Context: an optimization exercise on an open-source flow, tuned for small area, a short achievable clock period and few clock cycles. The choices shown serve that exercise and are no tape-out recipe. Function was not checked in any run shown here: the RTL went through the layout flow alone. Power figures rest on the tool's default switching activity, not on a simulated workload.

==> flow/design.v <==
module cpu4 (
    input  wire       clk,
    input  wire       rst,         
    output wire [7:0] rom_addr,
    input  wire [7:0] rom_data,
    input  wire       img_we,
    input  wire [3:0] img_addr,
    input  wire [3:0] img_data,
    input  wire       in_valid,
    input  wire [3:0] in_data,
    input  wire [3:0] sw_toggle,
    output wire       out_valid,
    output wire [3:0] out_data,
    output wire [3:0] led,
    output wire [3:0] sw,
    output wire       waiting,
    output wire       halted
);
    reg  [7:0] pc;
    reg  [7:0] ir;            
    reg        iv;            
    reg  [3:0] opv;           
    reg        jp;            
    reg  [3:0] acc;
    reg        zf, cf;
    reg  [4:0] sp;            
    reg  [3:0] ram   [0:15];
    reg  [7:0] stack [0:15];  
    reg  [3:0] led_r;
    reg  [3:0] sw_r;
    reg        wt;            
    reg        ht;            
    reg        ov;            
    wire [3:0] op = ir[7:4];
    wire [3:0] n  = ir[3:0];
    wire       is_ext   = (op == 4'hF);
    wire       sp_full  = sp[4];
    wire       sp_empty = (sp == 5'd0);
    wire [3:0] sp_dec   = sp[3:0] - 4'd1;
    wire [7:0] stk_top  = stack[sp_dec];
    wire [3:0] ram_ind  = ram[opv];
    wire [4:0] sum      = {1'b0, acc} + {1'b0, opv};
    wire [4:0] diff     = {1'b0, acc} - {1'b0, opv};
    wire [7:0] pc_inc   = pc + 8'd1;
    wire [7:0] pc_inc2  = pc + 8'd2;
    wire e_go   = iv & ~wt & ~ht & ~img_we;
    wire e_lda14 = (op == 4'h1) && (n == 4'd14);
    wire e_hlt  = is_ext && (n == 4'h0);
    wire e_rst  = is_ext && (n == 4'h1);
    wire e_ret  = is_ext && (n == 4'h6) && !sp_empty;
    wire kill   = e_go & (e_lda14 | e_hlt | e_rst | e_ret);
    reg  [3:0] acc_e;
    reg        zf_e, cf_e;
    always @(*) begin
        acc_e = acc;
        zf_e  = zf;
        cf_e  = cf;
        case (op)
        4'h1: if (n != 4'd14) begin acc_e = opv; zf_e = (opv == 4'd0); end
        4'h2: begin acc_e = n; zf_e = (n == 4'd0); end
        4'h4: begin acc_e = sum[3:0]; cf_e = sum[4]; zf_e = (sum[3:0] == 4'd0); end
        4'h5: begin acc_e = diff[3:0]; cf_e = diff[4]; zf_e = (diff[3:0] == 4'd0); end
        4'h6: begin acc_e = acc & opv; zf_e = ((acc & opv) == 4'd0); end
        4'h7: begin acc_e = acc | opv; zf_e = ((acc | opv) == 4'd0); end
        4'h8: begin acc_e = acc ^ opv; zf_e = ((acc ^ opv) == 4'd0); end
        4'h9: begin acc_e = ram_ind; zf_e = (ram_ind == 4'd0); end
        4'hF: begin
            case (n)
            4'h1: begin acc_e = 4'd0; zf_e = 1'b0; cf_e = 1'b0; end
            4'h3: begin acc_e = ~acc; zf_e = (acc == 4'hF); end
            4'h5: if (!sp_empty) acc_e = stk_top[3:0];
            default: ;
            endcase
        end
        default: ;
        endcase
    end
    wire z_next = e_go ? zf_e : (wt & in_valid) ? (in_data == 4'd0) : zf;
    wire c_next = e_go ? cf_e : cf;
    reg        ram_we;
    reg  [3:0] ram_wa;
    reg  [3:0] ram_wd;
    always @(*) begin
        ram_we = 1'b0;
        ram_wa = n;
        ram_wd = acc;
        if (img_we) begin
            ram_we = 1'b1;
            ram_wa = img_addr;
            ram_wd = img_data;
        end else if (wt) begin
            ram_we = in_valid;
            ram_wa = 4'd14;
            ram_wd = in_data;
        end else if (e_go && op == 4'h3) begin
            ram_we = 1'b1;
        end else if (e_go && op == 4'hA) begin
            ram_we = 1'b1;
            ram_wa = opv;
        end
    end
    wire ram_clr = rst | (e_go & e_rst);
    integer i;
    always @(posedge clk) begin
        for (i = 0; i < 16; i = i + 1)
            if (ram_clr || (ram_we && ram_wa == i))
                ram[i] <= ram_clr ? 4'd0 : ram_wd;
    end
    wire stk_push = e_go && !sp_full && (op == 4'hE || ir == 8'hF4);
    wire [7:0] stk_wd = (op == 4'hE) ? pc_inc : {4'd0, acc};
    always @(posedge clk) begin
        if (stk_push)
            stack[sp[3:0]] <= stk_wd;
    end
    wire [3:0] f_op  = rom_data[7:4];
    wire [3:0] f_n   = rom_data[3:0];
    wire       f_go  = (~iv | e_go) & ~kill & ~ht & ~(wt & ~in_valid);
    wire [3:0] f_opv = (ram_we && ram_wa == f_n) ? ram_wd : ram[f_n];
    always @(posedge clk) begin
        if (rst) begin
            pc    <= 8'd0;
            iv    <= 1'b0;
            jp    <= 1'b0;
            acc   <= 4'd0;
            zf    <= 1'b0;
            cf    <= 1'b0;
            sp    <= 5'd0;
            led_r <= 4'd0;
            wt    <= 1'b0;
            ht    <= 1'b0;
            ov    <= 1'b0;
        end else begin
            ov <= 1'b0;
            if (e_go) begin
                acc <= acc_e;
                zf  <= zf_e;
                cf  <= cf_e;
                case (op)
                4'h1: if (n == 4'd14) wt <= 1'b1;
                4'h3: if (n == 4'd15) led_r <= acc;
                4'hE: if (!sp_full) sp <= sp + 5'd1;
                4'hF: begin
                    case (n)
                    4'h0: ht <= 1'b1;
                    4'h1: begin
                        pc    <= 8'd0;
                        sp    <= 5'd0;
                        led_r <= 4'd0;
                    end
                    4'h2: ov <= 1'b1;
                    4'h4: if (!sp_full) sp <= sp + 5'd1;
                    4'h5: if (!sp_empty) sp <= sp - 5'd1;
                    4'h6: if (!sp_empty) begin
                        pc <= stk_top;
                        sp <= sp - 5'd1;
                    end
                    default: ;
                    endcase
                end
                default: ;
                endcase
            end else if (wt && in_valid) begin
                acc <= in_data;
                zf  <= (in_data == 4'd0);
                wt  <= 1'b0;
            end
            if (e_go)
                iv <= 1'b0;
            if (!f_go && !e_go && img_we && ir[3:0] == img_addr)
                opv <= img_data;    
            if (f_go) begin
                if (jp) begin
                    pc <= rom_data;
                    jp <= 1'b0;
                end else begin
                    case (f_op)
                    4'hB: begin
                        pc <= pc_inc;
                        jp <= 1'b1;
                    end
                    4'hC: begin
                        if (z_next) begin pc <= pc_inc; jp <= 1'b1; end
                        else pc <= pc_inc2;
                    end
                    4'hD: begin
                        if (c_next) begin pc <= pc_inc; jp <= 1'b1; end
                        else pc <= pc_inc2;
                    end
                    4'hE: begin
                        pc <= pc_inc;
                        jp <= 1'b1;
                        ir <= rom_data;
                        iv <= 1'b1;
                    end
                    default: begin
                        pc  <= pc_inc;
                        ir  <= rom_data;
                        opv <= f_opv;
                        iv  <= 1'b1;
                    end
                    endcase
                end
            end
        end
    end
    always @(posedge clk) begin
        if (rst)
            sw_r <= 4'd0;
        else
            sw_r <= sw_r ^ sw_toggle;
    end
    assign rom_addr  = pc;
    assign out_valid = ov;
    assign out_data  = acc;
    assign led       = led_r;
    assign sw        = sw_r;
    assign waiting   = wt;
    assign halted    = ht;
endmodule
==> flow/run.sh <==
#!/bin/bash
# synth_recipe.tcl (not shown) runs the flow's synth.tcl, then flattens the netlist and writes it again
# the make line also repeats each setting of config.mk as NAME=value (left out here)
make -C /OpenROAD-flow-scripts/flow DESIGN_CONFIG=/design/flow/config.mk WORK_HOME=/design/flow/orfs CLKGATE_MAP_FILE= SYNTH_SCRIPT=/design/flow/synth_recipe.tcl finish
==> flow/config.mk <==
export PLATFORM = sky130hd
export DESIGN_NAME = cpu4
export DESIGN_NICKNAME = cpu4
export VERILOG_FILES = /design/flow/design.v
export SDC_FILE = /design/flow/constraint.sdc
export NUM_CORES = 4
export LEC_CHECK = 0
export ABC_CLOCK_PERIOD_IN_PS = 3000
export CAP_MARGIN = 20
export CORE_MARGIN = 2
export CORE_UTILIZATION = 40
export SETUP_SLACK_MARGIN = 1.2
export SLEW_MARGIN = 20
==> flow/constraint.sdc <==
create_clock -name core_clock -period 5.0 [get_ports {clk}]
set_input_delay 1.0000 -clock core_clock [delete_from_list [all_inputs] [get_ports {clk}]]
set_output_delay 1.0000 -clock core_clock [all_outputs]
set_load 0.01 [all_outputs]
==> results of run 1 <==
## worst max-delay path, cell delays in order, from the launching register on
cell	delay, ns
edfxtp_1	0.47
buf_4	0.40
mux4_2	0.54
and3_1	0.19
a31oi_1	0.30
o311ai_0	0.20
nor4_1	0.40
buf_4	0.21
o31ai_2	0.07
xnor2_1	0.13
a2111o_1	0.43
a221oi_2	0.24
## flip-flops by register name (all words and copies together) (netlist names)
| signal | flops |
|---|---|
| acc | 4 |
| ht | 1 |
| pc | 8 |
| cf | 1 |
| led_r | 4 |
| ram | 64 |
| stack | 128 |
| ov | 1 |
| wt | 1 |
| zf | 1 |
| opv | 4 |
| iv | 1 |
| ir | 8 |
| sw_r | 4 |
| jp | 1 |
| sp | 5 |
## worst max path at each step
stage	slack, ns	depth (start not counted)	startpoint	end
after floorplan	1.35	13	sp[0]	pc[4]
after CTS	1.29	11	opv[2]	pc[3]
final	1.36	11	opv[0]	pc[3]
after global placement	0.90	9	img_we	ir[2]
after global routing	1.18	10	ir[5]	pc[7]
after detailed placement	0.88	10	img_we	pc[4]
## final cells by class
cell class	count	area, um^2
fill	2786	16600
sequential	236	6770
multi-input combinational	746	5460
timing repair buffer	103	902
clock buffer	31	712
tap	402	503
clock inverter	21	221
inverter	31	120
## placed cells by master (no fill, tap or decap), drive strengths merged, types with 6 or more instances in the layout
cell type,count
clkdlybuf4s50,50
a31oi,14
o21ai,70
a21oi,65
xor2,12
mux2i,28
ha,18
nor3,19
nor2,102
nand3,33
buf,53
mux4,44
a211oi,10
inv,31
dfxtp,32
nand4,11
and3,7
mux2,6
o31ai,13
nand2b,17
clkinv,14
a21o,10
nor2b,17
a221oi,8
edfxtp,204
a311oi,9
nor4,9
a22oi,10
xnor2,19
o211ai,7
nand2,82
nand3b,13
a22o,6
clkbuf,31
and2,8
## cells by family (layout without fill, tap and decap cells)
group,after synthesis,count (layout)
compound gates,271,271
xor+xnor,31,31
fa+ha+maj,20,20
buf+inv,99,186
flops,236,236
mux,78,78
simple gates,346,346
## metrics by stage
stage	hold slack [ns]	total power, mW	util [%]
floorplan	0.461	2.77	-
global placement	0.473	3.04	43.8
detailed placement	0.488	3.04	43.8
finish	0.498	5.06	46.9
CTS	0.506	5.08	46.8
global route	0.540	5.24	46.9
## report_power, final
| part | internal (mW) | total [mW] | switching [mW] |
|---|---|---|---|
| Sequential | 2.21 | 2.31 | 0.0909 |
| Combinational | 0.284 | 0.720 | 0.435 |
| Clock | 1.19 | 2.03 | 0.843 |
## layer usage
metal / part of all wire, % / routed length [um] / vias up
met3: 7.9 / 2800 / 66
li1: - / - / 4316
met5: 0 / 0 / -
met1: 43 / 15300 / 4665
met2: 47 / 16600 / 438
met4: 2.5 / 908 / 0
## timing repair
action,CTS,global route
setup endpoints to repair,1,7
cloned,0,0
buffers inserted,0,1
gates resized for setup,1,3
==> out/results.tsv, run 1 <==
metric	value	unit
status	complete, no violations	
Synth Area in XOR/XNOR	2.15	%
Synth Area in Compound Gates	14.5	%
Congestion Overflow GR	0	
vias in the first global route	9099	
final std cells w/o fill	1570	
top area cells in the synthesized netlist	edfxtp_1, mux4_2, dfxtp_1	
min Tclk post-route	3.64	ns
max-slew violation count	0	
n_diodes	0	
Netlist cell types	85	
Fmax	274	MHz
clk slew on worst S/H paths	0.06	ns
type of element capturing the critical path	flop	
worst flop-to-flop path startpoint	opv[0]	
wire length per cell	22.7	um
hold crit path type	flop to flop	
Final ANT Viol Nets	0	
Core Box Area	31300	um^2
Worst VDD drop	0.249	mV
Clock Sinks	236	
ratio of cells with drive above 1 in the final layout	14.6	%
hold path start	led_r[1]	
largest net degree at the start of global routing	39	
CP max FO	28	
FF-to-FF path depth	11	
DR pass1 iterations	6	
Initial Util	40.3	%
TNS Setup	0	ns
Hold EP	led_r[1]	
register area share after synthesis	53.7	%
hold path depth	2	
Post-Syn Instances	1081	
initial antenna violation count	0	
Static Leak	5.01	nW
H-tree Lvls	1	
vias	9485	
gr usage total	21.4	%
Worst EP arrival	4.14	ns
Root Driver	clkbuf_16	
Req. time, crit path	5.50	ns
clock latency on the worst-skew pair	0.58	ns
Initial DRC Count	1160	
pre-CTS setup slack	0.880	ns
Die Area	33000	um^2
routing usage on met3	3.75	%
Clock Skew	0.0607	ns
CTS tree	yes	
GR Util met1	30.3	%
M2 GR Usage	34.2	%
Die Wd	182	um
most common cell in the netlist	edfxtp_1	
RSZ-0062 raised after global routing	yes	
# IOs	51	
WS Path Type	flop to flop	
Final setup viols	0	
mapped cell area	12600	um^2
Post-synth EDFFs	204	
R2R setup slack	1.36	ns
Worst setup SP type	flop	
Pwr per Cell Area	344	nW/um^2
Final period util	72.9	%
synth warn	2	
Die Ht	182	um
GPL Wtd Cong	0.937	
Hold-fix buffers, CTS	0	
synthesized-area fraction occupied by adder cells	2.10	%
layout net count	1194	
top_reg_cell synth	edfxtp_1	
first-pass GRT wire length	55.1	mm
Async SR Flop Fraction	0	%
Slew HR	24.1	%
maximum clock path buffer count	3	
# DRC	0	
Worst Max-Slew Pin Slew	1.13	ns
top-area cell type share of the netlist area	48.6	%
vias per std cell	6.04	
DP Area	13700	um^2
R2R Path End	pc[3]	
post-synthesis mux area share	10.7	%
largest family of logic cells by synthesized area	compound AO/OA/AOI/OAI gates	
syn nets	1129	
Placed Instances	1517	
IO Port Bufs	50	
largest area contributor in the netlist	edfxtp_1	
GRT Max-Usage Layer	met2	
synthesized area per cell	11.7	um^2
synth cell count leaders	edfxtp_1, nor2_1, nand2_1	
hpwl dp	24.9	mm
Synth Area in Simple Gates	13.7	%
Max Cap Viol	0	
Cell Rows	65	
final hold vios	0	
worst setup margin	1.36	ns
Layout area overhead	16.5	%
Yosys reg bits	236	
post-route cell area	14700	um^2
TritonCTS Buffers	28	
drt total wl	35.7	mm
==> run 2: changes to the inputs <==
--- a/flow/config.mk
+++ b/flow/config.mk
@@ -7,3 +7,3 @@
 export LEC_CHECK = 0
-export ABC_CLOCK_PERIOD_IN_PS = 3000
+export ABC_CLOCK_PERIOD_IN_PS = 2500
 export CAP_MARGIN = 20
@@ -11,3 +11,3 @@
 export CORE_UTILIZATION = 40
-export SETUP_SLACK_MARGIN = 1.2
+export SETUP_SLACK_MARGIN = 2.2
 export SLEW_MARGIN = 20
==> run 2 against run 1 <==
Net effect: non-clock buffer count grew 64; critical path depth increased by 1; die area did not move; flip-flop and latch count unchanged; cell area rose by 9.5%; final cell count increased by 3.8%; clock power decreased by 7%; register-to-register slack gained 0.60 ns; combinational power is 36% higher; highest routed layer unchanged.
==> out/results.tsv, run 2 <==
metric	value	unit	change
top-area cell type share of the netlist area	48.6	%	unchanged
Cell Rows	65		unchanged
vias per std cell	6.09		+0.84%
Initial Util	40.3	%	unchanged
min Tclk post-route	3.04	ns	-0.599 ns
largest net degree at the start of global routing	39		unchanged
Clock Skew	0.0444	ns	-0.0162 ns
GPL Wtd Cong	0.940		+0.32%
most common cell in the netlist	edfxtp_1		
RSZ-0062 raised after global routing	yes		
Clock Sinks	236		unchanged
Placed Instances	1499		-1.2%
synthesized area per cell	11.7	um^2	unchanged
CTS tree	yes		
Worst VDD drop	0.291	mV	+17%
Worst setup SP type	flop		
register area share after synthesis	53.7	%	unchanged
Die Wd	182	um	unchanged
H-tree Lvls	1		unchanged
Worst Max-Slew Pin Slew	0.910	ns	-0.219 ns
DP Area	13800	um^2	+0.59%
Final period util	60.9	%	-12 points
hold path depth	2		unchanged
M2 GR Usage	36.1	%	+1.9 points
synth cell count leaders	edfxtp_1, nor2_1, nand2_1		
Final setup viols	0		unchanged
IO Port Bufs	50		unchanged
max reg flops	128		unchanged
worst flop-to-flop path startpoint	opv[0]		
TritonCTS Buffers	26		-7.1%
Initial DRC Count	999		-14%
GR Util met1	31.3	%	+0.97 points
Static Leak	5.49	nW	+9.4%
top area cells in the synthesized netlist	edfxtp_1, mux4_2, dfxtp_1		
Congestion Overflow GR	0		unchanged
clk slew on worst S/H paths	0.07	ns	about the same
Netlist cell types	85		unchanged
type of element capturing the critical path	flop		
hold crit path type	flop to flop		
n_diodes	0		unchanged
hold path start	led_r[0]		
# DRC	0		unchanged
Die Ht	182	um	unchanged
mapped cell area	12600	um^2	unchanged
hpwl dp	25.8	mm	+3.5%
Max Cap Viol	0		unchanged
Final ANT Viol Nets	0		unchanged
Req. time, crit path	5.48	ns	-0.02 ns
Fin Hold WS	0.498	ns	+0.0000750 ns
vias	9930		+4.7%
TNS Setup	0	ns	unchanged
clock latency on the worst-skew pair	0.56	ns	-0.02 ns
Fmax	328	MHz	+20%
Post-Syn Instances	1081		unchanged
R2R Path End	pc[3]		
DR pass1 iterations	6		unchanged
syn nets	1129		unchanged
Async SR Flop Fraction	0	%	unchanged
wire length per cell	23.4	um	+2.9%
Slew HR	39.1	%	+15 points
routing usage on met3	3.87	%	+0.12 points
Layout area overhead	27.5	%	
GRT Max-Usage Layer	met2		
first-pass GRT wire length	57.8	mm	+4.9%
maximum clock path buffer count	3		unchanged
Hold EP	led_r[0]		
synth warn	2		unchanged
initial antenna violation count	0		unchanged
vias in the first global route	9499		+4.4%
layout net count	1256		+5.2%
Yosys reg bits	236		unchanged
Post-synth EDFFs	204		unchanged
drt total wl	38.1	mm	+6.8%
R2R setup slack	1.96	ns	+0.60 ns
Worst EP arrival	3.53	ns	-0.61 ns
final core occ	51.4	%	+4.4 points
most frequent cells in the layout	edfxtp_1, buf_4, nor2_1		
CP max FO	11		-61%
post-route cell area	16100	um^2	+9.5%
top_reg_cell synth	edfxtp_1		
largest area contributor in the netlist	edfxtp_1		
Root Driver	clkbuf_16		
Hold-fix buffers, CTS	0		unchanged
status	complete, no violations		
final hold vios	0		unchanged
WS Path Type	flop to flop		
final std cells w/o fill	1630		+3.8%
fillers	2713		-2.6%
gr usage total	22.7	%	+1.2 points
Core Box Area	31300	um^2	unchanged
most common cell after layout, fill and taps aside	edfxtp_1		
# IOs	51		unchanged
ratio of cells with drive above 1 in the final layout	28.3	%	+14 points
Pwr per Cell Area	320	nW/um^2	-7.0%
Die Area	33000	um^2	unchanged
FF-to-FF path depth	12		+1
max-slew violation count	0		unchanged
## run 2: cell count changes in the layout (fill, tap and decap cells not counted), moves of 7 or more
cell,before,now
buf_12,0,10
nor2_1,101,84
buf_6,1,13
buf_4,52,89
o21ai_0,69,52
dfxtp_1,31,23
inv_1,30,22
o31ai_1,12,5
nand2_1,82,74
nor2_4,0,14
o21ai_2,0,12
## run 2: layout make-up
| class | count | area (um^2) | share of cell area [%] |
|---|---|---|---|
| Sequential cell | 236 | 6780 | 42.2 |
| Multi-Input combinational cell | 746 | 6180 | 38.4 |
| Timing Repair Buffer | 167 | 1630 | 10.2 |
| Clock buffer | 30 | 666 | 4.14 |
| Tap cell | 402 | 503 | 3.13 |
| Clock inverter | 18 | 179 | 1.11 |
| Inverter | 31 | 135 | 0.840 |
## run 2: cell families (layout without fill, tap and decap cells)
logic type	count (synthesis)	in the layout	synth area share (%)
fa+ha+maj	20	20	2.10
mux	78	78	10.7
flops	236	236	53.7
compound gates	271	271	14.5
simple gates	346	346	13.7
xor+xnor	31	31	2.15
buf+inv	99	246	3.25
## run 2: power breakdown
| part | switching (mW) | internal [mW] | total, mW |
|---|---|---|---|
| clock network | 0.810 | 1.07 | 1.88 |
| logic | 0.549 | 0.431 | 0.980 |
| registers | 0.0773 | 2.21 | 2.29 |
## run 2: metal layers
layer / up-vias / wire, um
met3: 103 / 3150
met2: 527 / 17600
met5: - / 0
met4: 0 / 1510
li1: 4433 / -
met1: 4867 / 15800
## run 2: critical path, stage by stage (launching register included)
cell and delay, ns:
edfxtp_1 0.42, buf_6 0.15, bufbuf_16 0.28, nor2b_1 0.08, a22o_1 0.20, a222oi_1 0.28, a31oi_2 0.18, nor4_2 0.33
buf_4 0.20, o31ai_4 0.07, xnor2_1 0.13, a2111o_1 0.43, a221oi_2 0.23
## run 2: metrics by stage
stage          setup slack [ns]  power, mW
6_report                   1.96       5.15
5_1_grt                    1.82       5.33
4_1_cts                    2.00       5.11
3_5_place_dp              0.879       3.06
3_3_place_gp              0.946       3.06
2_1_floorplan              1.92       2.79
## run 2: worst max-delay path by stage
stage,from,end,slack [ns]
floorplan,img_we,pc[3],1.92
global placement,img_we,opv[0],0.95
detailed placement,img_we,opv[0],0.88
CTS,opv[0],pc[3],2.00
global route,opv[0],pc[3],1.82
finish,opv[0],pc[3],1.96
## run 2: timing repair
| item | in CTS | in global routing |
|---|---|---|
| pin swaps | 26 | 32 |
| setup buffers | 50 | 30 |
| gates cloned | 3 | 0 |
| setup endpoints to repair | 370 | 249 |
| gates resized for setup | 98 | 75 |
==> run 3: changes to the inputs <==
--- a/flow/design.v
+++ b/flow/design.v
@@ -45,3 +45,3 @@
     wire [7:0] pc_inc2  = pc + 8'd2;
-    wire e_go   = iv & ~wt & ~ht & ~img_we;
+    wire e_go   = iv & ~wt & ~ht;    
     wire e_lda14 = (op == 4'h1) && (n == 4'd14);
@@ -77,4 +77,6 @@
     end
-    wire z_next = e_go ? zf_e : (wt & in_valid) ? (in_data == 4'd0) : zf;
-    wire c_next = e_go ? cf_e : cf;
+    wire e_zmod = iv & ((op == 4'h1) | (op == 4'h2) | (op == 4'h4) | (op == 4'h5) |
+                        (op == 4'h6) | (op == 4'h7) | (op == 4'h8) | (op == 4'h9) |
+                        (ir == 8'hF3));
+    wire e_cmod = iv & ((op == 4'h4) | (op == 4'h5));
     reg        ram_we;
@@ -116,3 +118,4 @@
     wire [3:0] f_n   = rom_data[3:0];
-    wire       f_go  = (~iv | e_go) & ~kill & ~ht & ~(wt & ~in_valid);
+    wire       f_br  = ~jp & (((f_op == 4'hC) & e_zmod) | ((f_op == 4'hD) & e_cmod));
+    wire       f_go  = (~iv | e_go) & ~kill & ~ht & ~wt & ~img_we & ~f_br;
     wire [3:0] f_opv = (ram_we && ram_wa == f_n) ? ram_wd : ram[f_n];
@@ -168,4 +171,2 @@
                 iv <= 1'b0;
-            if (!f_go && !e_go && img_we && ir[3:0] == img_addr)
-                opv <= img_data;    
             if (f_go) begin
@@ -181,3 +182,3 @@
                     4'hC: begin
-                        if (z_next) begin pc <= pc_inc; jp <= 1'b1; end
+                        if (zf) begin pc <= pc_inc; jp <= 1'b1; end
                         else pc <= pc_inc2;
@@ -185,3 +186,3 @@
                     4'hD: begin
-                        if (c_next) begin pc <= pc_inc; jp <= 1'b1; end
+                        if (cf) begin pc <= pc_inc; jp <= 1'b1; end
                         else pc <= pc_inc2;
--- a/flow/config.mk
+++ b/flow/config.mk
@@ -11,2 +11,4 @@
 export CORE_UTILIZATION = 40
+export CTS_BUF_LIST = sky130_fd_sc_hd__clkbuf_4
+export CTS_CLUSTER_SIZE = 16
 export SETUP_SLACK_MARGIN = 2.2
==> run 3 against run 2 <==
Net effect: still clean; cell area down 9.0%; sequential power is 2% lower; combinational power fell by 51%; routed wire length is 7.6% lower; critical endpoint is now out_data[3].
==> out/results.tsv, run 3 <==
metric	value	unit	change
status	complete, no violations		
Req. time, crit path	4.00	ns	-1.48 ns
CTS tree	yes		
RSZ-0062 raised after global routing	yes		
hold path start	led_r[0]		
syn nets	1074		-4.9%
Max Cap Viol	0		unchanged
Core Box Area	30400	um^2	-2.8%
synth cell count leaders	edfxtp_1, nor2_1, a21oi_1		
Pwr per Cell Area	300	nW/um^2	-6.2%
Cell Rows	64		-1.5%
# IOs	51		unchanged
H-tree Lvls	2		+1
Post-synth EDFFs	204		unchanged
Root Driver	clkbuf_4		
top-area cell type share of the netlist area	49.8	%	+1.2 points
top area cells in the synthesized netlist	edfxtp_1, mux4_2, dfxtp_1		
TNS Setup	0	ns	unchanged
max incr delay on CP	0.58	ns	+0.15 ns
hold crit path type	flop to flop		
Clock Sinks	236		unchanged
FF-to-FF path depth	8		-4
Power Total	4.40	mW	-15%
worst flop-to-flop path startpoint	opv[0]		
synthesized area per cell	12.0	um^2	+2.9%
register area share after synthesis	55.0	%	+1.3 points
layout net count	1173		-6.6%
ratio of cells with drive above 1 in the final layout	23.2	%	-5.2 points
Die Wd	179	um	-1.2%
gr usage total	21.2	%	-1.4 points
Hold-fix buffers, CTS	0		unchanged
hpwl dp	24.2	mm	-6.0%
Congestion Overflow GR	0		unchanged
Fmax	365	MHz	+11%
wire length per cell	22.4	um	-4.2%
type of element capturing the critical path	primary output		
Buf+Inv Stages, Crit Path	1		-2
maximum clock path buffer count	3		unchanged
Yosys reg bits	236		unchanged
Async SR Flop Fraction	0	%	unchanged
Initial DRC Count	1076		+7.7%
Worst VDD drop	0.177	mV	-39%
largest area contributor in the netlist	edfxtp_1		
CP top delay family	buffers and inverters		
Worst setup SP type	flop		
Worst Max-Slew Pin Slew	1.06	ns	+0.153 ns
Die Area	32200	um^2	-2.3%
most frequent cells in the layout	edfxtp_1, clkbuf_4, nor2_1		
Final setup viols	0		unchanged
top_reg_cell synth	edfxtp_1		
Worst EP arrival	1.74	ns	-1.79 ns
vias in the first global route	8868		-6.6%
Static Leak	4.86	nW	-11%
TritonCTS Buffers	61		+130%
Fin Hold WS	0.499	ns	+0.000471 ns
# DRC	0		unchanged
min Tclk post-route	2.74	ns	-0.307 ns
fillers	2816		+3.8%
first-pass GRT wire length	53.7	mm	-7.1%
DR pass1 iterations	5		-1
drt total wl	35.2	mm	-7.6%
Worst path slowest cell	clkdlybuf4s50_1		
vias	9309		-6.3%
Final ANT Viol Nets	0		unchanged
clock latency on the worst-skew pair	0.72	ns	+0.16 ns
max-slew violation count	0		unchanged
IO Port Bufs	50		unchanged
most common cell after layout, fill and taps aside	edfxtp_1		
Die Ht	179	um	-1.2%
most common cell in the netlist	edfxtp_1		
largest net degree at the start of global routing	38		-2.6%
GPL Wtd Cong	0.946		+0.64%
vias per std cell	5.93		-2.7%
clk slew on worst S/H paths	0.07	ns	about the same
Post-Syn Instances	1026		-5.1%
Clock Skew	0.0347	ns	-0.00968 ns
synth warn	2		unchanged
CP max FO	8		-3
Layout area overhead	18.8	%	
Final period util	54.8	%	-6.1 points
final hold vios	0		unchanged
DP Area	13300	um^2	-3.7%
initial antenna violation count	1		+1
crit-path cells	clkdlybuf4s50_1		
Slew HR	28.9	%	-10 points
max reg flops	128		unchanged
Initial Util	40.5	%	+0.19 points
mapped cell area	12300	um^2	-2.4%
Worst setup startpoint	acc[3]		
WS Path Type	flop to primary output		
WP depth	1		-11
post-route cell area	14600	um^2	-9.0%
Netlist cell types	87		+2.4%
hold path depth	2		unchanged
[run 3: cell count changes in the layout (fill, tap and decap cells not counted), moves of 13 or more]
| cell | previous run | this run |
|---|---|---|
| clkbuf_4 | 0 | 86 |
| clkinv_1 | 3 | 19 |
| nor3_1 | 13 | 28 |
| mux2i_1 | 28 | 41 |
| buf_4 | 89 | 48 |
| clkbuf_16 | 26 | 0 |
[run 3: worst paths after layout]
path / to / slack [ns]
setup / recovery: out_data[3] / 2.26
hold / removal: led_r[0] / 0.50
setup reg to reg: zf / 2.26
hold reg to reg: led_r[0] / 0.50
[run 3: per-stage QoR]
step	setup slack [ns]	utilization, %	instances
global route	2.12	48.1	1571
finish	2.26	48.1	1571
global placement	1.33	43.7	1437
CTS	2.09	46.7	1549
detailed placement	1.30	43.7	1437
floorplan	2.19	-	1026
[run 3: cell type report]
class                   instances  area (um^2)  area share [%]
clock buffers                  85          638            4.36
repair buffers                106          972            6.64
inverters                      30          125           0.855
well taps                     396          495            3.39
diodes                          1         2.50          0.0171
clock inverters                27          155            1.06
flip-flops and latches        236         6800            46.4
multi-input cells             690         5450            37.2
[run 3: logic make-up (layout without fill, tap and decap cells)]
family,count (synthesis),in the layout,share of synthesized area [%]
compound gates,257,257,13.9
xor+xnor,23,23,1.85
fa+ha+maj,20,20,2.15
buf+inv,100,248,3.29
flops,236,236,55.0
mux,87,87,11.3
other cells,0,1,0
simple gates,303,303,12.6
[run 3: per-layer routing]
metal / share of wire, % / wire [um] / track usage, % / vias to the layer above
met2: 46 / 16200 / 32.5 / 404
li1: - / - / - / 4225
met1: 43 / 15200 / 29.6 / 4604
met3: 7.4 / 2600 / 4.56 / 76
met4: 3.4 / 1190 / 8.29 / 0
met5: 0 / 0 / 0 / -
[run 3: report_power, final]
group          switching [mW]  total (mW)  internal, mW
sequential             0.0619        2.25          2.19
clock                   0.810        1.66         0.848
combinational           0.294       0.483         0.189
total                    1.17        4.40          3.23
[run 3: timing repair]
action	CTS	global route
setup endpoints to repair	259	199
pin swaps	0	2
hold endpoints to repair	0	0
gates cloned	0	0
resized for setup	63	55
buffers inserted	0	21
==> run 4: changes to the inputs <==
--- a/flow/config.mk
+++ b/flow/config.mk
@@ -11,4 +11,2 @@
 export CORE_UTILIZATION = 40
-export CTS_BUF_LIST = sky130_fd_sc_hd__clkbuf_4
-export CTS_CLUSTER_SIZE = 16
 export SETUP_SLACK_MARGIN = 2.2
==> run 4 against run 3 <==
Net effect: still clean; die area unchanged; register-to-register slack about the same; synthesized area is the same; clock-buffer cell count decreased by 51; cell area is 0.12% higher; critical endpoint is now waiting.
==> out/results.tsv, run 4 <==
metric	value	unit	change
most frequent cells in the layout	edfxtp_1, nor2_1, a21oi_1		
DR pass1 iterations	5		unchanged
Clock Sinks	236		unchanged
clock latency on the worst-skew pair	0.55	ns	-0.17 ns
Top Metal Used	met4		
initial antenna violation count	0		-1
max-slew violation count	0		unchanged
WP depth	1		unchanged
synth cell count leaders	edfxtp_1, nor2_1, a21oi_1		
Static Leak	4.80	nW	-1.2%
Pwr per Cell Area	314	nW/um^2	+4.4%
status	complete, no violations		
gr usage total	21.0	%	-0.24 points
Buf+Inv Stages, Crit Path	1		unchanged
Max Cap Viol	0		unchanged
RSZ-0062 raised after global routing	yes		
# DRC	0		unchanged
vias in the first global route	8597		-3.1%
final std cells w/o fill	1504		-4.3%
Power Total	4.60	mW	+4.6%
most common cell in the netlist	edfxtp_1		
n_diodes	0		-1
Final ANT Viol Nets	0		unchanged
final hold vios	0		unchanged
Hold-fix buffers, CTS	0		unchanged
IO Port Bufs	50		unchanged
Multi-input gate area	5460	um^2	+0.23%
CP top delay family	buffers and inverters		
Yosys reg bits	236		unchanged
Initial Util	40.5	%	unchanged
Placed Instances	1437		unchanged
layout net count	1136		-3.2%
top area cells in the synthesized netlist	edfxtp_1, mux4_2, dfxtp_1		
wire length on met3	2.63	mm	+1.2%
Post-Syn Instances	1026		unchanged
Clock Skew	0.0285	ns	-0.00629 ns
largest area contributor in the netlist	edfxtp_1		
mapped cell area	12300	um^2	unchanged
R2R Path End	zf		
drt total wl	34.8	mm	-1.1%
Initial DRC Count	1045		-2.9%
clk slew on worst S/H paths	0.06	ns	about the same
Req. time, crit path	4.00	ns	about the same
Final period util	55.1	%	+0.29 points
Register Area	6780	um^2	-0.31%
largest net degree at the start of global routing	38		unchanged
most common cell after layout, fill and taps aside	edfxtp_1		
TNS Setup	0	ns	unchanged
WS Path Type	flop to primary output		
Worst path slowest cell	clkdlybuf4s50_1		
Die Ht	179	um	unchanged
Die Wd	179	um	unchanged
Async SR Flop Fraction	0	%	unchanged
hpwl dp	24.2	mm	unchanged
synth warn	2		unchanged
FF-to-FF path depth	8		unchanged
synthesized area per cell	12.0	um^2	unchanged
TritonCTS Buffers	26		-57%
Worst setup startpoint	wt		
max reg flops	128		unchanged
first-pass GRT wire length	53.2	mm	-0.84%
vias	9021		-3.1%
Slew HR	27.0	%	-1.9 points
Netlist cell types	87		unchanged
Critical Path Sink	waiting		
wire length per cell	23.1	um	+3.3%
maximum clock path buffer count	3		unchanged
WL met1	15.1	mm	-0.75%
fillers	2770		-1.6%
met2 wire len	16.1	mm	-0.58%
# IOs	51		unchanged
max incr delay on CP	0.62	ns	+0.04 ns
syn nets	1074		unchanged
hold crit path type	flop to flop		
Die Area	32200	um^2	unchanged
crit-path cells	clkdlybuf4s50_1		
min Tclk post-route	2.75	ns	+0.0144 ns
Layout area overhead	19.0	%	
Root Driver	clkbuf_16		
top-area cell type share of the netlist area	49.8	%	unchanged
top_reg_cell synth	edfxtp_1		
vias per std cell	6.00		+1.2%
Final setup viols	0		unchanged
CTS tree	yes		
Worst setup SP type	flop		
worst flop-to-flop path startpoint	opv[0]		
Fmax	363	MHz	-0.52%
Fin Hold WS	0.492	ns	-0.00678 ns
Worst EP arrival	1.75	ns	about the same
Congestion Overflow GR	0		unchanged
Worst Max-Slew Pin Slew	1.09	ns	+0.0284 ns
ratio of cells with drive above 1 in the final layout	19.1	%	-4.0 points
CP max FO	17		+9
Cell Rows	64		unchanged
register area share after synthesis	55.0	%	unchanged
type of element capturing the critical path	primary output		
Core Box Area	30400	um^2	unchanged
H-tree Lvls	1		-1
R2R setup slack	2.27	ns	about the same
GPL Wtd Cong	0.946		unchanged
Post-synth EDFFs	204		unchanged
Worst VDD drop	0.257	mV	+45%
[run 4: worst min-delay path by stage]
stage | depth (start not counted) | endpoint | slack (ns) | start
2_1_floorplan | 2 | iv | 0.47 | iv
3_3_place_gp | 2 | led_r[1] | 0.48 | led_r[1]
3_5_place_dp | 2 | led_r[1] | 0.48 | led_r[1]
4_1_cts | 2 | led_r[1] | 0.50 | led_r[1]
5_1_grt | 2 | led_r[1] | 0.53 | led_r[1]
6_report | 2 | led_r[0] | 0.49 | led_r[0]
[run 4: what timing repair did]
action / in CTS / in global routing
pin swaps: 0 / 4
buffers inserted: 3 / 16
resized for setup: 55 / 58
setup endpoints to repair: 273 / 212
endpoints found under the hold margin: 0 / 0
[run 4: cells by family (layout without fill, tap and decap cells)]
| group | count (synthesis) | in the layout | share of synthesized area, % |
|---|---|---|---|
| fa+ha+maj | 20 | 20 | 2.15 |
| xor+xnor | 23 | 23 | 1.85 |
| simple gates | 303 | 303 | 12.6 |
| flops | 236 | 236 | 55.0 |
| buf+inv | 100 | 182 | 3.29 |
| mux | 87 | 87 | 11.3 |
| compound gates | 257 | 257 | 13.9 |
[run 4: through the flow]
stage | worst slack (ns) | instance area [um^2] | util [%]
2_1_floorplan | 2.19 | 12300 | -
3_3_place_gp | 1.33 | 13300 | 43.7
3_5_place_dp | 1.30 | 13300 | 43.7
4_1_cts | 2.11 | 14300 | 46.9
5_1_grt | 2.19 | 14700 | 48.1
6_report | 2.25 | 14700 | 48.1
[run 4: metal layers]
layer,vias up,global-route usage (%)
met3,61,4.05
met4,0,6.37
li1,4116,-
met5,-,0
met1,4476,29.7
met2,368,32.8
[run 4: area by class of cell]
cell class	instances	share of cell area (%)
clock buffers	34	4.71
clock inverters	14	0.939
inverters	30	0.854
multi-input cells	690	37.3
flip-flops and latches	236	46.2
well taps	396	3.38
repair buffers	104	6.59
[run 4: where the power goes]
part	internal, mW	switching (mW)
clock	1.08	0.776
sequential	2.19	0.0616
combinational	0.190	0.294
[run 4: worst reg2reg max path, cell delays in order (launching register included)]
cell       delay [ns]
edfxtp_1         0.52
clkinv_2         0.29
ha_1             0.42
or4_1            0.54
or3_1            0.32
a211o_1          0.29
nand4_1          0.09
a2bb2oi_1        0.06
a21bo_2          0.18
==> run 5: changes to the inputs <==
==> flow/flow/run.sh (new file) <==
#!/bin/bash
# The standard layout (standard.sh: the standard flow's synthesis and ORFS flow, unchanged),
# with the ports buffered by sky130_fd_sc_hd__buf_2 instead of the cell
# buffer_ports picks by default. Every port still gets its own buffer.
set -euo pipefail
export BUFFER_PORTS_ARGS="-buffer_cell sky130_fd_sc_hd__buf_2"
bash standard.sh finish > standard.log 2>&1
==> flow/standard.sh (new file) <==
#!/bin/bash
# synth_recipe.tcl (not shown) runs the flow's synth.tcl, then flattens the netlist and writes it again
# the make line also repeats each setting of config.mk as NAME=value (left out here)
make -C /OpenROAD-flow-scripts/flow DESIGN_CONFIG=/design/flow/config.mk WORK_HOME=/design/flow/orfs CLKGATE_MAP_FILE= SYNTH_SCRIPT=/design/flow/synth_recipe.tcl "${@:-finish}"
removed: flow/run.sh
==> run 5 against run 4 <==
Net effect: largest cell class unchanged; clock skew is 0.014 ns lower; synthesized cell count stayed put; critical path type is now flop to flop; still clean on timing, DRC and antenna; largest power group unchanged; setup slack worse by 0.11 ns; power is 2.8% higher.
==> out/results.tsv, run 5 <==
metric	value	unit	change
Fmax	349	MHz	-3.9%
most common cell in the netlist	edfxtp_1		
Final ANT Viol Nets	0		unchanged
Final setup viols	0		unchanged
Async SR Flop Fraction	0	%	unchanged
Seq pwr share	47.7	%	-1.4 points
Worst Max-Slew Pin Slew	0.833	ns	-0.258 ns
vias	9217		+2.2%
post-route cell area	14300	um^2	-2.5%
Die Ht	179	um	unchanged
synthesized area per cell	12.0	um^2	unchanged
Layout area overhead	16.1	%	
Slew HR	44.5	%	+17 points
Max Cap Viol	0		unchanged
drt total wl	36.2	mm	+4.1%
Die Wd	179	um	unchanged
Netlist cell types	87		unchanged
IO Port Bufs	50		unchanged
maximum clock path buffer count	3		unchanged
wire length per cell	24.1	um	+4.1%
vias per std cell	6.13		+2.2%
Worst EP arrival	3.35	ns	+1.60 ns
DP Area	13000	um^2	-2.3%
layout net count	1135		-0.088%
crit-path cells	clkinv_1 -> ha_1 -> or4_1 -> or3_1 -> a211o_1 -> nand4_1 -> a2bb2oi_1 -> a21bo_2		
top_reg_cell synth	edfxtp_1		
WS Path Type	flop to flop		
hold path start	led_r[2]		
hold crit path type	flop to flop		
initial antenna violation count	0		unchanged
first-pass GRT wire length	54.6	mm	+2.6%
CP top delay family	simple AND/OR/NAND/NOR gates		
Post-Syn Instances	1026		unchanged
mapped cell area	12300	um^2	unchanged
max incr delay on CP	0.57	ns	-0.05 ns
Initial DRC Count	1097		+5.0%
combinational group share of total power	9.8	%	-0.7 points
synth warn	2		unchanged
gr usage total	21.8	%	+0.79 points
Pwr per Cell Area	331	nW/um^2	+5.4%
switching portion of total power	24.6	%	-0.071 points
Buf+Inv Stages, Crit Path	1		unchanged
Internal	3.56	mW	+2.9%
max reg flops	128		unchanged
TritonCTS Buffers	27		+3.8%
most common cell after layout, fill and taps aside	edfxtp_1		
Worst setup SP type	flop		
Cell Rows	64		unchanged
top-area cell type share of the netlist area	49.8	%	unchanged
type of element capturing the critical path	flop		
clock latency on the worst-skew pair	0.54	ns	about the same
DR pass1 iterations	5		unchanged
# DRC	0		unchanged
ratio of cells with drive above 1 in the final layout	22.2	%	+3.1 points
clock power share	42.5	%	+2.1 points
Static Leak	4.81	nW	+0.23%
Yosys reg bits	236		unchanged
Req. time, crit path	5.49	ns	+1.49 ns
status	complete, no violations		
Clock Skew	0.0147	ns	-0.0138 ns
top area cells in the synthesized netlist	edfxtp_1, mux4_2, dfxtp_1		
Post-synth EDFFs	204		unchanged
GPL Wtd Cong	0.942		-0.35%
register area share after synthesis	55.0	%	unchanged
Core Box Area	30400	um^2	unchanged
Hold EP	led_r[2]		
largest net degree at the start of global routing	38		unchanged
min Tclk post-route	2.86	ns	+0.112 ns
hold path depth	2		unchanged
Worst path slowest cell	or4_1		
Congestion Overflow GR	0		unchanged
Final period util	57.3	%	+2.2 points
hpwl dp	25.1	mm	+3.8%
synth cell count leaders	edfxtp_1, nor2_1, a21oi_1		
Clock Sinks	236		unchanged
largest area contributor in the netlist	edfxtp_1		
# IOs	51		unchanged
worst flop-to-flop path startpoint	opv[0]		
Psw	1.16	mW	+2.5%
RSZ-0062 raised after global routing	yes		
H-tree Lvls	1		unchanged
R2R Path End	zf		
Root Driver	clkbuf_16		
final hold vios	0		unchanged
syn nets	1074		unchanged
n_diodes	0		unchanged
max-slew violation count	0		unchanged
vias in the first global route	8813		+2.5%
CTS tree	yes		
Worst VDD drop	0.293	mV	+14%
R2R setup slack	2.14	ns	-0.13 ns
Die Area	32200	um^2	unchanged
Initial Util	40.5	%	unchanged
FF-to-FF path depth	8		unchanged
TNS Setup	0	ns	unchanged
most frequent cells in the layout	edfxtp_1, nor2_1, a21oi_1		
CP max FO	9		-8
clk slew on worst S/H paths	0.06	ns	about the same
-- run 5: cell counts after synthesis --
Identical to the previous run, type by type.
-- run 5: per-stage QoR --
stage	hold WS, ns	worst slack, ns	total power, mW	cells	utilization [%]
after CTS	0.493	2.20	4.74	1496	46.5
final	0.488	2.14	4.73	1504	47.0
after global routing	0.509	2.10	4.87	1504	47.0
after detailed placement	0.480	1.45	2.71	1430	42.7
after floorplan	0.470	2.19	2.55	1026	-
after global placement	0.468	1.56	2.72	1430	42.7
-- run 5: final cells by class --
cell class              count  area [um^2]
clock buffers              32          694
clock inverters            18          210
fillers                  2780        16100
inverters                  30          120
multi-input cells         690         5330
flip-flops and latches    236         6780
well taps                 396          495
repair buffers            102          664
-- run 5: cell families after synthesis --
family | count (synthesis) | synth area share, %
XOR/XNOR | 23 | 1.85
AND/OR/NAND/NOR | 303 | 12.6
flip-flops | 236 | 55.0
multiplexers | 87 | 11.3
AO/OA/AOI/OAI | 257 | 13.9
buffers and inverters | 100 | 3.29
adder cells (fa/ha/maj) | 20 | 2.15
-- run 5: metal layers --
metal | global-route usage (%) | vias to the layer above | part of all wire [%]
li1 | - | 4113 | -
met1 | 30.4 | 4574 | 43
met2 | 34.2 | 451 | 46
met3 | 3.59 | 79 | 7.6
met4 | 8.46 | 0 | 3.7
met5 | 0 | - | 0
-- run 5: timing repair --
action | in CTS | in global routing
buffers inserted | 16 | 8
cloned | 0 | 0
hold buffers | 0 | 0
pin swaps | 2 | 1
endpoints found under the setup margin | 284 | 77
resized for setup | 56 | 17
-- run 5: worst max path at each step --
stage	startpoint	endpoint	slack, ns	depth (start not counted)
detailed placement	ir[4]	stack[15][5]	1.45	5
CTS	opv[0]	zf	2.20	8
finish	opv[0]	zf	2.14	8
floorplan	sp[0]	acc[1]	2.19	12
global route	opv[0]	zf	2.10	8
global placement	ir[4]	stack[15][4]	1.56	5
-- run 5: worst reg2reg max path, delay by kind of cell, from the launching register on --
kind                     cells  cell delay, ns
AO/OA/AOI/OAI                3            0.55
buffers and inverters        1            0.36
adder cells (fa/ha/maj)      1            0.52
AND/OR/NAND/NOR              3            1.00
flip-flops                   1            0.38
-- run 5: power by group through the flow --
| stage | Combinational (mW) | Clock, mW | Sequential [mW] |
|---|---|---|---|
| 5_1_grt | 0.495 | 2.12 | 2.26 |
| 3_5_place_dp | 0.416 | 0 | 2.30 |
| 4_1_cts | 0.444 | 2.05 | 2.25 |
| 3_3_place_gp | 0.417 | 0 | 2.30 |
| 6_report | 0.463 | 2.01 | 2.25 |
| 2_1_floorplan | 0.285 | 0 | 2.27 |

separate check: timing with driven ports:
No port has a modelled driver above. Below, the same layouts with a new extraction and two added sets of constraints.
Step 1 assumes that a clkbuf_16 drives the clock port and a buf_2 every other input.
Step 2 times the ports against the registers' clock, not the clock port: input delays grow and output delays shrink by t, the midpoint of the rising clock arrivals with the driver on.
a / b / c = ideal / step 1 / step 2; a / b = the first two.
run	t (ns)	slack for setup (ns)	slew at the worst register clock pin (ns)
run 1	0.603	1.356 / 1.356 / 0.859	0.07 / 0.07
run 2	0.593	1.955 / 1.955 / 1.456	0.07 / 0.07
run 3	0.743	2.262 / 2.223 / 1.623	0.07 / 0.07
run 4	0.577	2.247 / 2.203 / 1.709	0.06 / 0.06
run 5	0.581	2.135 / 2.135 / 1.742	0.07 / 0.07
After both steps every run listed still meets setup and hold. The setup slack of run 3, which loses most, moves by -0.039 ns with the drivers and by -0.639 ns with both steps.
